Context: an optimization exercise on an open-source flow, tuned for small area, a short achievable clock period and few clock cycles per item. The choices shown serve that exercise and are no tape-out recipe. In this exercise RTL edits were held to simulation tests only and were not proved equivalent to the original. Power is estimated from default activity; no workload was simulated.

==> design.v <==
module bfx (
    input  wire        clk,
    input  wire        rst,
    input  wire        cmd_valid,
    output wire        cmd_ready,
    input  wire [95:0] cmd,
    output wire        rsp_valid,
    output wire [31:0] rsp,
    output wire        dev_valid,
    output wire [1:0]  dev_op,       
    output wire [7:0]  dev_bank,
    output wire [19:0] dev_off,
    output wire [15:0] dev_wdata,
    input  wire        dev_ready,
    input  wire [15:0] dev_rdata,
    output wire        pal_valid,
    output wire        pal_op,       
    output wire [7:0]  pal_data
);
    localparam [3:0] O_NOP     = 4'd0;
    localparam [3:0] O_INIT    = 4'd1;
    localparam [3:0] O_RDSTAT  = 4'd2;
    localparam [3:0] O_RESOLVE = 4'd3;
    localparam [3:0] O_SETPIX  = 4'd4;
    localparam [3:0] O_GETPIX  = 4'd5;
    localparam [3:0] O_XORPIX  = 4'd6;
    localparam [3:0] O_PUTRGB  = 4'd7;
    localparam [3:0] O_FILLRUN = 4'd8;
    localparam [3:0] O_LINE    = 4'd9;
    localparam [3:0] O_RECTF   = 4'd10;
    localparam [3:0] O_RECTO   = 4'd11;
    localparam [3:0] O_CIRCLE  = 4'd12;
    localparam [3:0] O_CIRCLEF = 4'd13;
    localparam [3:0] O_CONV565 = 4'd14;
    localparam [3:0] O_PALSET  = 4'd15;
    localparam [2:0] C_OK        = 3'd0;
    localparam [2:0] C_ILLEGAL   = 3'd1;
    localparam [2:0] C_NOTINIT   = 3'd2;
    localparam [2:0] C_BADMODE   = 3'd3;
    localparam [2:0] C_WRONGENC  = 3'd4;
    localparam [2:0] C_OUTOFVIEW = 3'd5;
    localparam [1:0] K_WRITE = 2'd0;
    localparam [1:0] K_READ  = 2'd1;
    localparam [1:0] K_XOR   = 2'd2;
    localparam [3:0] S_IDLE  = 4'd0;
    localparam [3:0] S_SET1  = 4'd1;
    localparam [3:0] S_SET2  = 4'd2;
    localparam [3:0] S_SET3  = 4'd3;
    localparam [3:0] S_SET4  = 4'd4;
    localparam [3:0] S_GEN   = 4'd5;
    localparam [3:0] S_DRAIN = 4'd6;
    localparam [3:0] S_RESP  = 4'd7;
    localparam [3:0] S_PAL   = 4'd8;
    reg [3:0] state;
    reg       inited;
    reg       mode;
    reg       bankvalid;
    reg [4:0] lastbank;
    reg       illseen;
    reg [3:0]  op;
    reg        ill;
    reg [2:0]  cause;
    reg        rs_stat, rs_res, rs_v;    
    reg [23:0] V;               
    reg [16:0] A;               
    reg [15:0] B;               
    reg [15:0] C;               
    reg [16:0] D;               
    reg [19:0] E;               
    reg [16:0] F;               
    reg [19:0] W;               
    reg [2:0]  gk;              
    reg        sx, sy, yf, xne, ne;
    reg        rq_v, rq_single;
    reg [1:0]  rq_kind;
    reg [19:0] rq_off;
    reg [10:0] rq_x1;
    reg        ev, esel, erdw, esingle;
    reg [1:0]  ekind;
    reg [19:0] eoff;
    reg [10:0] ex1;
    wire [10:0] einc;           
    genvar gi;
    generate
        for (gi = 0; gi < 10; gi = gi + 1) begin : inc_
            if (gi == 0) begin : b0
                assign einc[gi] = ~eoff[0];
            end else begin : bn
                assign einc[gi] = eoff[gi] ^ (&eoff[gi-1:0]);
            end
        end
    endgenerate
    assign einc[10] = &eoff[9:0];
    wire        elast = esingle || (einc == ex1);
    wire        efin  = ev && (erdw ? (ekind == K_READ)
                                    : (dev_ready && !esel && ekind == K_WRITE && elast));
    wire        efree = !ev || efin;
    wire [4:0]  rq_bank = mode ? rq_off[19:15] : {1'b0, rq_off[19:16]};
    wire        rq_nsel = !bankvalid || (lastbank != rq_bank);
    wire        rq_move = rq_v && efree;
    wire        rq_free = !rq_v || efree;
    wire op_single = (op == O_SETPIX) || (op == O_GETPIX) || (op == O_XORPIX) || (op == O_PUTRGB);
    wire op_draw   = op_single || (op[3] && op != O_CONV565 && op != O_PALSET);
    wire op_rect   = (op == O_RECTF) || (op == O_RECTO);
    reg  [1:0]  usel, wsel;         
    reg         pcin, pxor, qsub, qcin, qxor;
    wire [16:0] u = (usel == 2'd0) ? {C[15], C} : (usel == 2'd1) ? D : 17'd1;
    wire [16:0] w = (wsel == 2'd0) ? {C[15], C} : (wsel == 2'd1) ? D : 17'd1;
    wire [16:0] p_s, x_s, q_s;
    wire        p_co, x_co, q_co;
    bfx_add #(17) add_p (.a(A), .b(~u), .ci(pcin), .s(p_s), .co(p_co));
    bfx_add #(17) add_x (.a(A), .b(u),  .ci(1'b0), .s(x_s), .co(x_co));
    bfx_add #(17) add_q (.a({B[15], B}), .b(qsub ? ~w : w), .ci(qcin), .s(q_s), .co(q_co));
    wire [16:0] P = p_s ^ {17{pxor}};
    wire [16:0] X = x_s;
    wire [16:0] Q = q_s ^ {17{qxor}};
    wire        u_zero = (u == 17'd0);
    reg         rgate, rcin;
    reg  [2:0]  m1sel;    
    reg  [1:0]  m2sel;    
    reg  [3:0]  m2k;
    wire [19:0] Fs = {{3{F[16]}}, F};
    wire [19:0] Ds = {{3{D[16]}}, D};
    wire [19:0] Cs = {{4{C[15]}}, C};
    reg  [19:0] m1;
    always @* begin
        case (m1sel)
        3'd1:    m1 = Fs;
        3'd2:    m1 = {Ds[17:0], 2'b00};
        3'd3:    m1 = {Ds[18:0], 1'b0};
        3'd4:    m1 = ~{Cs[17:0], 2'b00};
        3'd5:    m1 = ~{Cs[18:0], 1'b0};
        3'd6:    m1 = ~Cs;
        3'd7:    m1 = ~Ds;
        default: m1 = 20'd0;
        endcase
    end
    wire [19:0] m2   = (m2sel == 2'd1) ? {Ds[18:0], 1'b0} : {16'd0, m2k};
    wire [19:0] r_a  = rgate ? E : 20'd0;
    wire [19:0] r_s0 = r_a ^ m1 ^ m2;                        
    wire [19:0] r_c0 = (r_a & m1) | (r_a & m2) | (m1 & m2);
    wire [19:0] R;
    wire        r_co;
    bfx_add #(20) add_r (.a(r_s0), .b({r_c0[18:0], 1'b0}), .ci(rcin), .s(R), .co(r_co));
    wire        stx = !E[19];
    wire        sty = !W[19];
    wire [19:0] ln1 = stx ? {Fs[18:0], 1'b0} : 20'd0;       
    wire [19:0] ln2 = sty ? {Ds[18:0], 1'b0} : 20'd0;       
    reg         wgate;
    reg  [1:0]  nsel;     
    reg  [19:0] n1, n2;
    always @* begin
        case (nsel)
        2'd1:    begin n1 = Ds;  n2 = {Fs[18:0], 1'b0}; end
        2'd2:    begin n1 = Fs;  n2 = 20'd0;            end
        default: begin n1 = ln1; n2 = ln2;              end
        endcase
    end
    wire [19:0] w_a  = wgate ? W : 20'd0;
    wire [19:0] w_s0 = w_a ^ ~n1 ^ ~n2;
    wire [19:0] w_c0 = (w_a & ~n1) | (w_a & ~n2) | (~n1 & ~n2);
    wire [19:0] Wn;
    wire        w_co;
    bfx_add #(20) add_w (.a(w_s0), .b({w_c0[18:0], 1'b1}), .ci(1'b1), .s(Wn), .co(w_co));
    wire [16:0] cmp_s2;
    wire        c_ge_d;
    bfx_add #(17) cmp_c (.a({1'b0, C}), .b(~D), .ci(1'b1), .s(cmp_s2), .co(c_ge_d));
    wire        x_gt_y = C[15] || !c_ge_d;                  
    wire        b_eq_c = (B == C);
    wire        c_zero = (C == 16'd0);
    wire [16:0] d_inc;
    wire [15:0] c_dec;
    wire        d_co, c_co;
    bfx_add #(17) inc_d (.a(D), .b(17'd0), .ci(1'b1), .s(d_inc), .co(d_co));
    bfx_add #(16) dec_c (.a(C), .b(16'hffff), .ci(1'b0), .s(c_dec), .co(c_co));
    wire        e_neg = E[19];
    reg  [1:0]  xssel;              
    reg         xex, rowq, single, want, nonempty;
    reg  [1:0]  kind;
    wire [16:0] xs  = (xssel == 2'd0) ? A : (xssel == 2'd1) ? P : (xssel == 2'd2) ? X : E[16:0];
    wire [16:0] xe  = xex ? X : D;
    wire [16:0] row = rowq ? Q : {B[15], B};
    wire        yok    = !row[16] && (row[15:10] == 6'd0) && !(row[9] && row[8]);
    wire        xs_lo  = (xs[15:10] == 6'd0);
    wire        xe_pos = !xe[16] && (xe[15:0] != 16'd0);
    wire [9:0]  x0     = xs[16] ? 10'd0 : xs[9:0];
    wire [10:0] x1     = (xe[15:10] != 6'd0) ? 11'd1024 : {1'b0, xe[9:0]};
    wire        vis    = yok && (single ? (!xs[16] && xs_lo) : ((xs[16] || xs_lo) && xe_pos && nonempty));
    wire        need_init = (op == O_RESOLVE) || op_draw;
    wire        a_inb     = !A[16] && (A[15:10] == 6'd0) && !B[15] && (B[14:10] == 5'd0) &&
                            !(B[9] && B[8]);
    wire [2:0]  cause_n   = ill                                  ? C_ILLEGAL :
                            (need_init && !inited)               ? C_NOTINIT :
                            (op == O_INIT && V[7:1] != 7'd0)     ? C_BADMODE :
                            (op == O_PUTRGB && !mode)            ? C_WRONGENC :
                            (op == O_RESOLVE && !a_inb)          ? C_OUTOFVIEW : C_OK;
    wire [15:0] conv565 = {V[23:19], V[15:10], V[7:3]};
    wire [15:0] pv      = (op == O_GETPIX) ? 16'd0 :
                          (op == O_PUTRGB || op == O_CONV565) ? conv565 :
                          mode ? V[15:0] : {8'd0, V[7:0]};
    always @* begin
        usel = 2'd0; wsel = 2'd0;
        pcin = 1'b1; pxor = 1'b0; qsub = 1'b0; qcin = 1'b0; qxor = 1'b0;
        rgate = 1'b1; rcin = 1'b0; m1sel = 3'd0; m2sel = 2'd0; m2k = 4'd0;
        wgate = 1'b1; nsel = 2'd0;
        xssel = 2'd0; xex = 1'b0; rowq = 1'b0; single = 1'b1; want = 1'b0; nonempty = 1'b1;
        kind = K_WRITE;
        case (state)
        S_SET1: begin
            want = op_single && (cause_n == C_OK);
            kind = (op == O_GETPIX) ? K_READ : (op == O_XORPIX) ? K_XOR : K_WRITE;
            usel = 2'd0;                                  
            wsel = 2'd1; qsub = 1'b1; qcin = 1'b1;        
            rgate = 1'b0;
            if (op == O_CIRCLE) begin
                m1sel = 3'd5; m2k = 4'd4;                 
            end else begin
                m1sel = 3'd6; m2k = 4'd2;                 
            end
        end
        S_SET2: begin
            usel = 2'd0; pcin = !sx; pxor = sx;
            wsel = 2'd1; qsub = 1'b1; qcin = sy; qxor = !sy;
        end
        S_SET3: begin
            rgate = 1'b0; m1sel = 3'd1; m2sel = 2'd1;
            wgate = 1'b0; nsel = 2'd1;
        end
        S_SET4: begin
            m1sel = 3'd7; rcin = 1'b1;
            wgate = 1'b0; nsel = 2'd2;
        end
        S_GEN: begin
            case (op)
            O_LINE: begin
                want = 1'b1;
                usel = 2'd2; pcin = 1'b1;                 
                wsel = 2'd2; qsub = !sy; qcin = !sy;      
                m1sel = 3'd0; m2sel = 2'd0;
            end
            O_FILLRUN, O_RECTF: begin
                want = 1'b1; single = 1'b0; nonempty = ne;
                wsel = 2'd2;                              
            end
            O_RECTO: begin
                want = 1'b1;
                wsel = 2'd2;
                single = (gk != 3'd0) && !b_eq_c;
                if (gk == 3'd2) xssel = 2'd3;
            end
            O_CIRCLE: begin
                want = !(gk == 3'd0 && x_gt_y);
                usel = gk[2] ? 2'd0 : 2'd1;
                wsel = gk[2] ? 2'd1 : 2'd0;
                qsub = gk[1]; qcin = gk[1];
                xssel = gk[0] ? 2'd1 : 2'd2;
                rowq = 1'b1;
                if (gk == 3'd6) begin
                    m1sel = 3'd2; m2k = e_neg ? 4'd6 : 4'd10;
                end else if (gk == 3'd7) begin
                    m1sel = yf ? 3'd4 : 3'd0; m2k = {3'd0, yf};
                end
            end
            O_CIRCLEF: begin
                want = !(gk == 3'd0 && x_gt_y);
                single = 1'b0; nonempty = !u_zero;
                usel = (gk[0] ^ gk[1]) ? 2'd0 : 2'd1;
                wsel = (gk[0] ^ gk[1]) ? 2'd1 : 2'd0;
                qsub = !gk[1]; qcin = !gk[1];
                xssel = 2'd1; xex = 1'b1;
                rowq = 1'b1;
                if (gk == 3'd2) begin
                    m1sel = 3'd3; m2k = e_neg ? 4'd3 : 4'd5;
                end else if (gk == 3'd3) begin
                    m1sel = yf ? 3'd5 : 3'd0; m2k = {3'd0, yf};
                end
            end
            default: ;
            endcase
        end
        default: ;
        endcase
    end
    wire [19:0] r_line;
    wire        rl_co;
    wire [19:0] rl_s0 = E ^ ln1 ^ ln2;
    wire [19:0] rl_c0 = (E & ln1) | (E & ln2) | (ln1 & ln2);
    bfx_add #(20) add_rl (.a(rl_s0), .b({rl_c0[18:0], 1'b0}), .ci(1'b0), .s(r_line), .co(rl_co));
    wire go    = (state == S_GEN) ? rq_free : (state == S_SET1);
    wire gload = go && want;
    wire   resp_now  = (state == S_RESP) || (state == S_PAL && gk == 3'd3);
    assign cmd_ready = (state == S_IDLE) || resp_now;
    assign rsp_valid = resp_now;
    wire [7:0]  res_bank = mode ? {3'd0, B[9:5]} : {4'd0, B[9:6]};
    wire [27:0] rdat = ({28{rs_stat}} & {16'd0, illseen, inited, mode, bankvalid, 3'd0, lastbank}) |
                       ({28{rs_res}}  & {res_bank, B[9:0], A[9:0]}) |
                       ({28{rs_v}}    & {12'd0, V[15:0]});
    assign rsp = {1'b0, cause, rdat};
    assign dev_valid = ev && !erdw;
    assign dev_op    = esel ? 2'd0 : (ekind == K_WRITE) ? 2'd2 : 2'd1;
    assign dev_bank  = mode ? {3'd0, eoff[19:15]} : {4'd0, eoff[19:16]};
    assign dev_off   = eoff;
    assign dev_wdata = V[15:0];
    assign pal_valid = (state == S_PAL);
    assign pal_op    = (gk != 3'd0);
    assign pal_data  = (gk == 3'd0) ? A[7:0] :
                       (gk == 3'd1) ? {2'b00, V[23:18]} :
                       (gk == 3'd2) ? {2'b00, V[15:10]} :
                                      {2'b00, V[7:2]};
    wire accept = cmd_valid && cmd_ready;
    reg [3:0] op_n;
    reg       ill_n;
    always @* begin
        ill_n = 1'b0;
        case (cmd[95:88])
        8'h00: op_n = O_NOP;
        8'h01: op_n = O_INIT;
        8'h02: op_n = O_RDSTAT;
        8'h03: op_n = O_RESOLVE;
        8'h10: op_n = O_SETPIX;
        8'h11: op_n = O_GETPIX;
        8'h12: op_n = O_XORPIX;
        8'h13: op_n = O_FILLRUN;
        8'h20: op_n = O_LINE;
        8'h21: op_n = O_RECTF;
        8'h22: op_n = O_RECTO;
        8'h23: op_n = O_CIRCLE;
        8'h24: op_n = O_CIRCLEF;
        8'h30: op_n = O_CONV565;
        8'h31: op_n = O_PUTRGB;
        8'h32: op_n = O_PALSET;
        default: begin op_n = O_NOP; ill_n = 1'b1; end
        endcase
    end
    always @(posedge clk) begin
        if (rst) begin
            state     <= S_IDLE;
            inited    <= 1'b0;
            mode      <= 1'b0;
            bankvalid <= 1'b0;
            lastbank  <= 5'd0;
            illseen   <= 1'b0;
            ev        <= 1'b0;
            rq_v      <= 1'b0;
            gk        <= 3'd0;
        end else begin
            if (ev) begin
                if (erdw) begin
                    V[15:0] <= ((ekind == K_XOR) ? V[15:0] : 16'd0) ^
                               (mode ? dev_rdata : {8'd0, dev_rdata[7:0]});
                    erdw  <= 1'b0;
                    ekind <= K_WRITE;
                    if (ekind == K_READ) ev <= 1'b0;
                end else if (dev_ready) begin
                    if (esel) begin
                        esel <= 1'b0;
                    end else if (ekind != K_WRITE) begin
                        erdw <= 1'b1;
                    end else if (elast) begin
                        ev <= 1'b0;
                    end else begin
                        eoff[9:0] <= einc[9:0];
                    end
                end
            end
            if (rq_move) begin
                ev        <= 1'b1;
                erdw      <= 1'b0;
                esel      <= rq_nsel;
                ekind     <= rq_kind;
                esingle   <= rq_single;
                eoff      <= rq_off;
                ex1       <= rq_x1;
                bankvalid <= 1'b1;
                lastbank  <= rq_bank;
            end
            if (rq_move) rq_v <= 1'b0;
            if (gload) begin
                rq_v      <= vis;
                rq_single <= single;
                rq_kind   <= kind;
                rq_off    <= {row[9:0], x0};
                rq_x1     <= x1;
            end
            case (state)
            S_IDLE, S_RESP: begin
                state <= S_IDLE;
            end
            S_SET1: begin
                cause   <= cause_n;
                rs_stat <= (cause_n == C_OK) && (op == O_RDSTAT);
                rs_res  <= (cause_n == C_OK) && (op == O_RESOLVE);
                rs_v    <= (cause_n == C_OK) && (op == O_CONV565 || op == O_GETPIX);
                gk      <= 3'd0;
                if (cause_n != C_OK) begin
                    illseen <= 1'b1;
                    state   <= S_RESP;
                end else begin
                    if (op_draw || op == O_CONV565)
                        V[15:0] <= pv;
                    case (op)
                    O_INIT: begin
                        mode      <= V[0];
                        inited    <= 1'b1;
                        bankvalid <= 1'b0;
                        lastbank  <= 5'd0;
                        state     <= S_RESP;
                    end
                    O_PALSET: state <= S_PAL;
                    O_SETPIX, O_GETPIX, O_XORPIX, O_PUTRGB:
                        state <= S_DRAIN;
                    O_FILLRUN: begin
                        if (C[15]) begin
                            A <= X;
                            D <= A;
                        end else begin
                            D <= X;
                        end
                        ne    <= !c_zero;
                        state <= S_GEN;
                    end
                    O_RECTF, O_RECTO, O_LINE: begin
                        sx    <= P[16];
                        sy    <= Q[16];
                        state <= S_SET2;
                    end
                    O_CIRCLE: begin
                        D <= 17'd0;
                        E <= R;
                        state <= (C[15] || c_zero) ? S_RESP : S_GEN;
                    end
                    O_CIRCLEF: begin
                        D <= 17'd0;
                        E <= R;
                        state <= S_GEN;
                    end
                    default: state <= S_RESP;    
                    endcase
                end
            end
            S_SET2: begin
                if (op_rect) begin
                    A   <= sx ? A : {C[15], C};
                    D   <= sx ? {C[15], C} : A;
                    E   <= sx ? {{4{C[15]}}, C} : {{3{A[16]}}, A};
                    B   <= sy ? B : D[15:0];
                    C   <= sy ? D[15:0] : B;
                    xne <= (A != {C[15], C});
                    ne  <= 1'b1;
                    state <= S_SET3;
                end else begin
                    D     <= P;                  
                    F     <= Q;                  
                    state <= S_SET3;
                end
            end
            S_SET3: begin
                if (op_rect) begin
                    D     <= d_inc;              
                    state <= S_GEN;
                end else begin
                    E     <= R;                  
                    W     <= Wn;                 
                    state <= S_SET4;
                end
            end
            S_SET4: begin
                C     <= R[19] ? Wn[15:0] : D[15:0];    
                state <= S_GEN;
            end
            S_GEN: begin
                if (rq_free) begin
                    case (op)
                    O_LINE: begin
                        if (c_zero) begin
                            state <= S_DRAIN;
                        end else begin
                            C <= c_dec;
                            if (stx) A <= sx ? X : P;
                            if (sty) B <= Q[15:0];
                            E <= r_line;
                            W <= Wn;
                        end
                    end
                    O_FILLRUN: state <= S_DRAIN;
                    O_RECTF: begin
                        if (b_eq_c) state <= S_DRAIN;
                        else        B <= Q[15:0];
                    end
                    O_RECTO: begin
                        case (gk)
                        3'd0: begin
                            if (b_eq_c) begin
                                state <= S_DRAIN;
                            end else begin
                                B  <= Q[15:0];
                                gk <= 3'd1;
                            end
                        end
                        3'd1: begin
                            if (b_eq_c)   state <= S_DRAIN;
                            else if (xne) gk <= 3'd2;
                            else          B <= Q[15:0];
                        end
                        default: begin
                            B  <= Q[15:0];
                            gk <= 3'd1;
                        end
                        endcase
                    end
                    O_CIRCLE, O_CIRCLEF: begin
                        if (gk == 3'd0 && x_gt_y) begin
                            state <= S_DRAIN;
                        end else begin
                            if ((op == O_CIRCLE) ? (gk == 3'd6) : (gk == 3'd2)) begin
                                E  <= R;
                                yf <= !e_neg;
                            end
                            if ((op == O_CIRCLE) ? (gk == 3'd7) : (gk == 3'd3)) begin
                                E <= R;
                                if (yf) C <= c_dec;
                                D <= d_inc;
                                gk <= 3'd0;
                            end else begin
                                gk <= gk + 3'd1;
                            end
                        end
                    end
                    default: state <= S_DRAIN;
                    endcase
                end
            end
            S_DRAIN: begin
                if (!rq_v && efree) state <= S_RESP;
            end
            S_PAL: begin
                gk <= gk + 3'd1;
                if (gk == 3'd3) state <= S_IDLE;
            end
            default: state <= S_IDLE;
            endcase
            if (accept) begin
                op    <= op_n;
                ill   <= ill_n;
                V     <= cmd[87:64];
                B     <= cmd[63:48];
                A     <= {cmd[47], cmd[47:32]};
                D     <= {cmd[31], cmd[31:16]};
                C     <= cmd[15:0];
                gk    <= 3'd0;
                state <= S_SET1;
            end
        end
    end
endmodule
module bfx_add #(parameter W = 17) (
    input  wire [W-1:0] a,
    input  wire [W-1:0] b,
    input  wire         ci,
    output wire [W-1:0] s,
    output wire         co
);
    localparam L = 5;               
    wire [W:0] g [0:L];
    wire [W:0] p [0:L];
    assign g[0][0] = ci;
    assign p[0][0] = 1'b0;
    assign g[0][W:1] = a & b;
    assign p[0][W:1] = a ^ b;
    genvar k, i;
    generate
        for (k = 0; k < L; k = k + 1) begin : lev
            for (i = 0; i <= W; i = i + 1) begin : bit_
                if ((i >> k) & 1) begin : comb
                    localparam integer J = ((i >> k) << k) - 1;
                    assign g[k+1][i] = g[k][i] | (p[k][i] & g[k][J]);
                    assign p[k+1][i] = p[k][i] & p[k][J];
                end else begin : pass
                    assign g[k+1][i] = g[k][i];
                    assign p[k+1][i] = p[k][i];
                end
            end
        end
    endgenerate
    assign s  = p[0][W:1] ^ g[L][W-1:0];
    assign co = g[L][W];
endmodule
==> run.sh <==
#!/bin/bash
# synth_recipe.tcl (not shown) runs the flow's synth.tcl, then flattens the netlist and writes it again
# the make line also repeats each setting of config.mk as NAME=value (left out here)
make -C /OpenROAD-flow-scripts/flow DESIGN_CONFIG=/design/flow/config.mk WORK_HOME=/design/flow/orfs CLKGATE_MAP_FILE= SYNTH_SCRIPT=/design/flow/synth_recipe.tcl finish
==> config.mk <==
export PLATFORM = sky130hd
export DESIGN_NAME = bfx
export DESIGN_NICKNAME = bfx
export VERILOG_FILES = /design/flow/design.v
export SDC_FILE = /design/flow/constraint.sdc
export NUM_CORES = 4
export LEC_CHECK = 0
export CAP_MARGIN = 20
export CORE_MARGIN = 2
export CORE_UTILIZATION = 40
export SETUP_SLACK_MARGIN = 5
export SLEW_MARGIN = 20
==> constraint.sdc <==
create_clock -name core_clock -period 10.0 [get_ports {clk}]
set_input_delay 2.0000 -clock core_clock [delete_from_list [all_inputs] [get_ports {clk}]]
set_output_delay 2.0000 -clock core_clock [all_outputs]
set_load 0.01 [all_outputs]
==> run notes <==
timing repair:
| action | in CTS | in global routing |
|---|---|---|
| buffers inserted | 64 | 41 |
| gates resized for setup | 180 | 138 |
| setup endpoints to repair | 118 | 59 |
| gates cloned | 7 | 2 |
| pin swaps | 43 | 84 |
power groups by stage:
stage	logic [mW]	clock network, mW	registers, mW
global route	11.1	1.26	2.18
global placement	8.48	0	2.16
CTS	9.46	1.23	2.14
detailed placement	8.66	0	2.17
finish	10.4	1.22	2.18
floorplan	6.28	0	1.92
through the flow:
stage	hold slack [ns]	power (mW)	area, um2	utilization (%)
floorplan	0.4003	8.201	25190	-
global placement	0.4052	10.64	27780	45.10
detailed placement	0.4045	10.82	27780	45.10
CTS	0.4195	12.84	30320	49.23
global route	0.4284	14.59	31400	50.97
finish	0.4187	13.83	31400	50.98
cells in the mapped netlist (44+ instances only):
cell / number / share of area [%]
mux2i_1: 85 / 3.4
inv_1: 185 / 2.8
a22oi_1: 61 / 1.8
o22ai_1: 47 / 1.2
ha_1: 140 / 7.0
a21oi_1: 204 / 4.1
xor2_1: 55 / 1.9
edfxtp_1: 231 / 28
o21ai_0: 135 / 2.7
clkbuf_1: 173 / 2.6
a211oi_1: 46 / 1.4
xnor2_1: 172 / 6.0
nor2_1: 282 / 4.2
nor3_1: 49 / 0.98
nor2b_1: 44 / 1.1
fa_1: 79 / 6.3
nand2_1: 280 / 4.2
per-layer routing:
metal / up-vias / track usage [%] / part of all wire [%]
met4: 2 / 15.64 / 6.0
met5: - / 0 / 0.012
met1: 12160 / 43.27 / 39
met3: 344 / 5.459 / 11
met2: 1648 / 49.32 / 44
li1: 10900 / - / -
registers in the layout, indices dropped and copies added (netlist names), 4 cells and up:
name / cells
A: 17
B: 16
C: 16
D: 17
E: 20
F: 17
V: 22
W: 20
eoff: 20
ex1: 11
lastbank: 5
op: 4
rq_off: 20
rq_x1: 11
state: 4
final cells by class:
type	instances	area [um2]	area share, %
Multi-Input combinational cell	2241	17470	55.62
Sequential cell	249	7323	23.32
Timing Repair Buffer	387	3775	12.02
Tap cell	837	1047	3.335
Clock buffer	33	783.3	2.494
Inverter	188	719.4	2.291
Clock inverter	23	282.8	0.9005
Antenna cell	2	5.005	0.01594
cell families (layout without fill, tap and decap cells):
group	count (synthesis)	after routing	synth area share (%)
mux	108	108	4.454
flops	249	249	29.28
buf+inv	421	631	6.774
other cells	1	9	0.01505
compound gates	803	804	21.52
fa+ha+maj	219	219	13.38
xor+xnor	232	232	8.406
simple gates	869	871	16.17
worst max-delay path, stage by stage, from the launching register on:
cell       delay [ns]
dfxtp_4          0.38
inv_2            0.06
ha_4             0.31
a21boi_2         0.07
o2111ai_2        0.23
buf_4            0.18
buf_12           0.14
a22oi_2          0.12
fa_2             0.43
nor2_4           0.14
o211ai_1         0.10
buf_4            0.16
a21oi_4          0.20
nor4_4           0.08
o31ai_4          0.29
a21oi_2          0.11
fa_2             0.36
or3_4            0.36
a31oi_4          0.19
xnor2_2          0.13
o21ai_1          0.10
a221o_2          0.44
or3_4            0.41
o2111a_2         0.31
o2111ai_4        0.09
nand2_1          0.07
how the worst max path moves through the flow:
stage	slack (ns)	cells after the start	end	start
after floorplan	4.91	26	rq_v	op[1]
after global placement	2.83	22	rq_v	state[2]
after detailed placement	2.77	22	rq_v	state[2]
after CTS	4.55	24	rq_v	gk[0]
after global routing	4.31	25	rq_v	gk[1]
final	4.36	25	rq_v	gk[1]
==> impl_summary.txt <==
----------------------------------------------------
[Outcome]
  Status ... finished clean

[Detailed routing]
  ANT nets after route ... 0
  Iter 0 DRT Violations ... 3279
  Per-cell routed wire length ... ~27 um
  Drt pass-1 iters ... 6
  Residual DRC ... 0
  DRT Wirelength ... 107300 um
  Number of vias after detailed routing ... 25050
  Average vias per placed instance ... 6.325

[STA]
  Final setup violation count ... 0
  Min Tclk post-route ... 5.639 ns
  Final-layout setup total negative slack ... 0 ns
  Fraction of the cycle the final worst path needs ... between 50 and 60%
  Slew at the pin with the worst max-slew slack ... ~1.1 ns
  Slew Limit Fails ... 0
  Final Worst Setup Slack ... 4.361 ns
  Max Clk Rate ... 177.3 MHz
  Setup clock skew after layout ... between 0.03 and 0.04 ns
  Final hold violation count ... 0
  Worst slew margin ... 23.40%
  Unrepaired setup endpoints after global routing ... yes

[Floorplan]
  Width of the die ... 253.6 um
  I/O pin count ... 207
  Effective utilization at floorplan ... 40.45%
  Core Box Area ... 61600 um2
  Floorplan die area ... 64310 um2
  Vertical extent of the die ... between 200 and 300 um
  Number of placement rows ... between 90 and 100

[Flow run]
  Max Cap Violations ... 0

[Global routing]
  First-pass GRT wire length ... 153300 um
  Congestion Overflow GR ... 0
  Antenna violations before repair ... 4
  Pin count of the biggest net entering global routing ... 62
  Overall fraction of global-route tracks in use ... 31.95%
  Via count of the first global-routing pass ... 23450

[Yosys]
  EDFF count, synth ... 231
  Number of distinct library cells after synthesis ... 86
  Synthesized netlist cell count ... 2902
  Share of the yosys chip area belonging to registers ... 29.28%
  Dominant synthesized flop cell ... edfxtp_1
  Total standard cell area after synthesis ... 24920 um2
  Async S/R FF share, synth ... 0%
  Avg Inst Size Synth ... ~8.6 um2
  Synthesized flop and latch total ... 249
  Count of yosys warnings during synthesis ... 4

[Setup path]
  Startpoint of the worst register-to-register path ... gk[1]
  Reg2reg path depth ... 25
  Crit path launch type ... flop
  CP Max Fanout ... 10
  Kind of end point of the critical path ... flop
  Endpoint of the lowest-slack register-to-register path ... rq_v
  Worst reg2reg setup slack ... 4.36 ns
  Endpoint arrival time on the critical path ... 6.12 ns
  Data required time of the critical path ... 10.48 ns
  Class of the most critical setup path ... reg -> reg

[CTS]
  CTS tree ... yes
  Clock Sink Count ... 249
  Maximum level of the CTS H-tree ... 1
  Skew-Pair Late Insertion Delay ... between 0.6 and 0.7 ns
  Buffer type at the clock tree root ... clkbuf_16
  Clock-pin transition on the worst setup and hold timing paths ... 0.07 ns
  Number of buffers added to fix hold violations after cts ... 0
  Maximum count of clock buffers along a single path ... 3
  Number of CTS-inserted buffers ... 30

[Pwr]
  Leakage ... between 10 and 15 nW
  Clock share of power ... 8.8%
  Fraction of power spent switching nets ... approximately half
  Power density cells ... 440.5 nW/um2
  Max VDD drop ... 0.0005977 V
  Part of the total power dissipated in combinational logic ... 75.4%
  P_int ... 6.771 mW
  Sequential share of power ... about 16%
  Switching power total ... between 7 and 8 mW

[Hold path]
  Cell count of the worst hold path ... 0
  Launch point of the worst hold path ... rq_x1[6]
  Destination of the worst hold path ... ex1[6]
  Class of the most critical hold timing path ... reg -> reg

[Final layout]
  Area added between synthesis and finish ... 26.02%
  Most frequent standard cell in the layout excluding fill and tap cells ... nand2_1
  Most used cells in the layout excluding fill and tap cells ... 275 x nand2_1, 265 x nor2_1, 231 x edfxtp_1
  Non-Filler Instances ... 3960
  Number of filler instances in the final layout ... between 5000 and 6000
  Share of post-route cells with drive strength above 1 ... 16.08%
  Post-layout net count ... 3432

[Placement]
  Number of cells in the design after placement ... 3788
  Input/output buffers ... 197
  DP Wirelength ... 76410 um
  Post-place setup slack ... 2.769 ns
  GP Congestion ... 1.017

----------------------------------------------------
Testbench counts, summed over its fixed seeds: cycles 253,312, commands 1,696.

-- re-timing with driven ports --
In the flow no input, the clock included, has a driving cell. The finished layout below was timed again as built, in two steps.
Step 1: set_driving_cell puts a clkbuf_16 on clk and a buf_2 on each other input, an assumption about the parent block.
Step 2 also shifts input and output timing later by t, the mid clock arrival at the registers, as if the neighbouring blocks saw the same clock.
Slacks: ideal / step 1 / step 2; pairs: ideal / step 1.
t, ns: 0.670
setup WS [ns]: 4.361 / 4.361 / 4.361
worst register clock-pin slew, ns: 0.08 / 0.08
pins driven straight from the clock port: 1
After both steps setup and hold are still met in this run. The setup slack of this run moves by 0.000 ns with the drivers and by 0.000 ns with both steps.
